This is an optimization exercise on Yosys and OpenROAD, whose aim is a short achievable clock period and few clock cycles, not a production implementation. The RTL was checked by simulation tests, not by an equivalence proof against the original design. No activity file was given, so power comes from the tool's default toggle rates.

==> inputs of v9 <==
## image_thresholder
module image_thresholder (
    input  wire        clk,
    input  wire        rst,           
    input  wire        cmd_valid,
    output wire        cmd_ready,
    input  wire [31:0] cmd_data,
    input  wire [7:0]  rd_idx,
    output reg  [31:0] rd_data,
    output wire        out_valid,
    input  wire        out_ready,
    output wire [7:0]  out_data,
    output wire        out_last
);
    localparam BUF_BYTES = 256;
    localparam NAME_MAX  = 16;
    localparam [2:0] S_IDLE  = 3'd0;
    localparam [2:0] S_LOAD  = 3'd1;
    localparam [2:0] S_EMIT  = 3'd2;
    localparam [2:0] S_DONE  = 3'd3;
    localparam [2:0] S_ERROR = 3'd4;
    localparam [3:0] ERR_DIM      = 4'd1;
    localparam [3:0] ERR_CAPACITY = 4'd2;
    localparam [3:0] ERR_OVERRUN  = 4'd3;
    localparam [3:0] ERR_UNDERRUN = 4'd4;
    localparam [3:0] ERR_SEQUENCE = 4'd5;
    localparam [3:0] ERR_OPCODE   = 4'd6;
    localparam [3:0] ERR_RESERVED = 4'd7;
    localparam [3:0] ERR_NAME     = 4'd8;
    localparam [7:0] OP_NOP    = 8'h00;
    localparam [7:0] OP_SETW   = 8'h01;
    localparam [7:0] OP_SETH   = 8'h02;
    localparam [7:0] OP_SETF   = 8'h03;
    localparam [7:0] OP_NCLR   = 8'h04;
    localparam [7:0] OP_NBYTE  = 8'h05;
    localparam [7:0] OP_START  = 8'h08;
  ...
==> flow/config.mk <==
export PLATFORM = sky130hd
export DESIGN_NAME = image_thresholder
export DESIGN_NICKNAME = image_thresholder
export VERILOG_FILES = /design/flow/design.v
export SDC_FILE = /design/flow/constraint.sdc
export NUM_CORES = 4
export LEC_CHECK = 0
export CAP_MARGIN = 20
export CORE_MARGIN = 2
export CORE_UTILIZATION = 40
export SETUP_SLACK_MARGIN = 5
export SLEW_MARGIN = 20
export TNS_END_PERCENT = 100
==> flow/constraint.sdc <==
create_clock -name core_clock -period 12.0 [get_ports {clk}]
set_input_delay 2.4000 -clock core_clock [delete_from_list [all_inputs] [get_ports {clk}]]
set_output_delay 2.4000 -clock core_clock [all_outputs]
set_load 0.01 [all_outputs]
run.sh (not shown) runs the stock make flow with config.mk's settings and CLKGATE_MAP_FILE= SYNTH_SCRIPT=/design/flow/synth_recipe.tcl, a recipe that flattens the netlist after the stock synthesis.
==> v4 (differences from v9) <==
--- a/flow/design.v
+++ b/flow/design.v
@@ -193,31 +193,21 @@
             P_BL:             g_byte = {4'h3, bl_dig};
             P_RS:             g_byte = {4'h3, rs_dig};
             default:          g_byte = g_lf ? 8'h0A : g_hex;
         endcase
     end
     wire g_last = (g_phase == P_PAY) && !g_lf && g_nib && ({1'b0, g_addr} == byte_length - 9'd1);
-    always @(*) begin
-        case (rd_idx)
-            8'h00:   rd_data = {24'd0, err, 1'b0, state};
-            8'h01:   rd_data = {8'd0, width};
-            8'h02:   rd_data = {8'd0, height};
-            8'h03:   rd_data = {30'd0, flag_lb, flag_inv};
-            8'h04:   rd_data = {27'd0, name_len};
-            8'h05:   rd_data = {23'd0, row_stride};
-            8'h06:   rd_data = {23'd0, byte_length};
-            8'h07:   rd_data = {21'd0, cur_x};
-            8'h08:   rd_data = {23'd0, cur_y};
-            8'h09:   rd_data = {23'd0, thresh_result};
-            8'h0A:   rd_data = {22'd0, out_count};
-            8'h0B:   rd_data = 32'd0;               
-            8'h0C:   rd_data = BUF_BYTES;
-            8'h0D:   rd_data = NAME_MAX;
-            default: rd_data = 32'd0;
-        endcase
-    end
+    wire [31:0] rd_q;
+    image_thresholder_rdmux u_rdmux (
+        .idx(rd_idx), .state(state), .err(err), .width(width), .height(height),
+        .flag_inv(flag_inv), .flag_lb(flag_lb), .name_len(name_len),
+        .row_stride(row_stride), .byte_length(byte_length), .cur_x(cur_x),
+        .cur_y(cur_y), .thresh_result(thresh_result), .out_count(out_count),
+        .q(rd_q)
+    );
+    always @(*) rd_data = rd_q;
     wire start_go = (start_pend || (cmd_ok && op == OP_START)) && dims_ok;
     always @(posedge clk) begin
         if (rst) begin
             state         <= S_IDLE;
             err           <= 4'd0;
             width         <= 24'd0;
@@ -368,30 +358,24 @@
                         OP_PIXEL: begin
                             if (y_full) begin
                                 state <= S_ERROR;
                                 err   <= ERR_OVERRUN;
                             end else begin
                                 p1_v     <= 1'b1;
-                                p1_rgb   <= imm;
-                                p1_pos   <= cur_x[2:0];
-                                p1_flush <= (cur_x[2:0] == 3'd7) || x_last;
                                 if (x_last) begin
                                     cur_x  <= 11'd0;
                                     cur_y  <= cur_y + 9'd1;
                                     x_last <= w_is1;
                                     y_full <= y_next_fl;
                                 end else begin
                                     cur_x  <= cur_x + 11'd1;
                                     x_last <= x_next_ls;
                                 end
                             end
                         end
-                        OP_THRESH: begin
-                            thr_rgb  <= imm;
-                            thr_busy <= 2'd1;
-                        end
+                        OP_THRESH: thr_busy <= 2'd1;
                         OP_FINISH: begin
                             if (!y_full) begin
                                 state <= S_ERROR;
                                 err   <= ERR_UNDERRUN;
                             end else begin
                                 state     <= S_EMIT;
@@ -444,10 +428,54 @@
     end
     always @(posedge clk) begin
         if (!rst && p2_we)
             buffer[p2_addr] <= gd[p2_addr[7:4]];
     end
     always @(posedge clk) begin
-        if (cmd_ok && (op == OP_NBYTE) && !name_len[4])
+        if (!name_len[4])
             name[name_len[3:0]] <= imm[7:0];
     end
+    always @(posedge clk) begin
+        p1_rgb   <= imm;
+        p1_pos   <= cur_x[2:0];
+        p1_flush <= (cur_x[2:0] == 3'd7) || x_last;
+        if (thr_busy == 2'd0)
+            thr_rgb <= imm;
+    end
+endmodule
+module image_thresholder_rdmux (
+    input  wire [7:0]  idx,
+    input  wire [2:0]  state,
+    input  wire [3:0]  err,
+    input  wire [23:0] width,
+    input  wire [23:0] height,
+    input  wire        flag_inv,
+    input  wire        flag_lb,
+    input  wire [4:0]  name_len,
+    input  wire [8:0]  row_stride,
+    input  wire [8:0]  byte_length,
+    input  wire [10:0] cur_x,
+    input  wire [8:0]  cur_y,
+    input  wire [8:0]  thresh_result,
+    input  wire [9:0]  out_count,
+    output reg  [31:0] q
+);
+    always @(*) begin
+        case (idx)
+            8'h00:   q = {24'd0, err, 1'b0, state};
+            8'h01:   q = {8'd0, width};
+            8'h02:   q = {8'd0, height};
+            8'h03:   q = {30'd0, flag_lb, flag_inv};
+            8'h04:   q = {27'd0, name_len};
+            8'h05:   q = {23'd0, row_stride};
+            8'h06:   q = {23'd0, byte_length};
+            8'h07:   q = {21'd0, cur_x};
+            8'h08:   q = {23'd0, cur_y};
+            8'h09:   q = {23'd0, thresh_result};
+            8'h0A:   q = {22'd0, out_count};
+            8'h0B:   q = 32'd0;               
+            8'h0C:   q = 32'd256;             
+            8'h0D:   q = 32'd16;              
+            default: q = 32'd0;
+        endcase
+    end
 endmodule
==> flow/flow/run.sh (new file) <==
#!/bin/bash
set -e
MARGIN=6.5
{
  echo "export SETUP_SLACK_MARGIN = $MARGIN"
  echo "export TNS_END_PERCENT = 100"
} >> config.mk
bash standard.sh > standard.log 2>&1
==> flow/standard.sh (new file) <==
#!/bin/bash
# synth_recipe.tcl (not shown) runs the flow's synth.tcl, then flattens the netlist and writes it again
# the make line also repeats each setting of config.mk as NAME=value (left out here)
make -C /OpenROAD-flow-scripts/flow DESIGN_CONFIG=/design/flow/config.mk WORK_HOME=/design/flow/orfs CLKGATE_MAP_FILE= SYNTH_SCRIPT=/design/flow/synth_recipe.tcl "${@:-finish}"
Settings changed: ABC_CLOCK_PERIOD_IN_PS set to 100, CORE_UTILIZATION 40 to 60, SETUP_SLACK_MARGIN 5 to 6.5, SYNTH_HIERARCHICAL set to 1.
removed: flow/run.sh
==> notes.md <==
quantity                                                         v4           v9
Outcome                                    timing/DRC/antenna clean  timing/DRC/antenna clean
Highest fanout seen on the critical path                          3           15
Area overhead of the layout relative to synthesis             11.5%        13.0%
Number of nets in the layout                                  6,664        6,590
Seq pwr share                                                 53.4%        52.8%
Top-area cell type share of the netlist area                  64.0%        65.0%
Relative slew slack                                           21.4%        24.8%
Met1 usage in global routing                                  41.1%        27.0%
Total cell area at the placement stage                  117,000 um2  118,000 um2
Yosys warning total                                               9            2
Proportion of layout cells with a drive suffix above 1        21.2%        20.9%
Number of gates resized after CTS                               178           77
Met3 routed WL                                              19.2 mm      17.8 mm
Number of tap cells inserted                                  2,495        3,743
Sequential element share of the synthesized area              70.6%        71.1%
P_comb                                                   0.000778 W   0.000654 W
Antenna violations before repair                                  7           12
Multi-input logic area                                   31,600 um2   30,900 um2
Number of cells on the worst reg-to-reg path                     16            6
Worst setup slack before clock tree synthesis               4190 ps      4020 ps
Final Util                                                    67.3%        45.3%
Overall global routing resource usage                         29.3%        19.4%
Post-route cell area                                    126,000 um2  128,000 um2
Routed via count                                             58,980       58,915
Testbench counts of v9, summed over its fixed seeds: cycles 107,009.
Testbench counts of v4, summed over its fixed seeds: cycles 107,009.

==> re-timing with driven ports <==
How much do the figures lean on ideal ports? The routed layouts below were timed once more, with nothing changed but the port constraints. Step 1 assumes that a clkbuf_16 drives the clock port and a buf_2 every other input. Step 2 also shifts input and output timing later by t, the mid clock arrival at the registers, as if the neighbouring blocks saw the same clock. Slacks: ideal ports / drivers / drivers and shift; pairs: ideal ports / drivers.
run | t, ns | setup WS [ns] | pins driven straight from the clock port
v9 | 0.931 | 5.065 / 5.047 / 4.600 | 1
v4 | 0.985 | 5.415 / 5.375 / 5.375 | 1
After both steps setup and hold are still met in every run listed. The setup slack of v9, which loses most, moves by -0.018 ns with the drivers and by -0.465 ns with both steps.
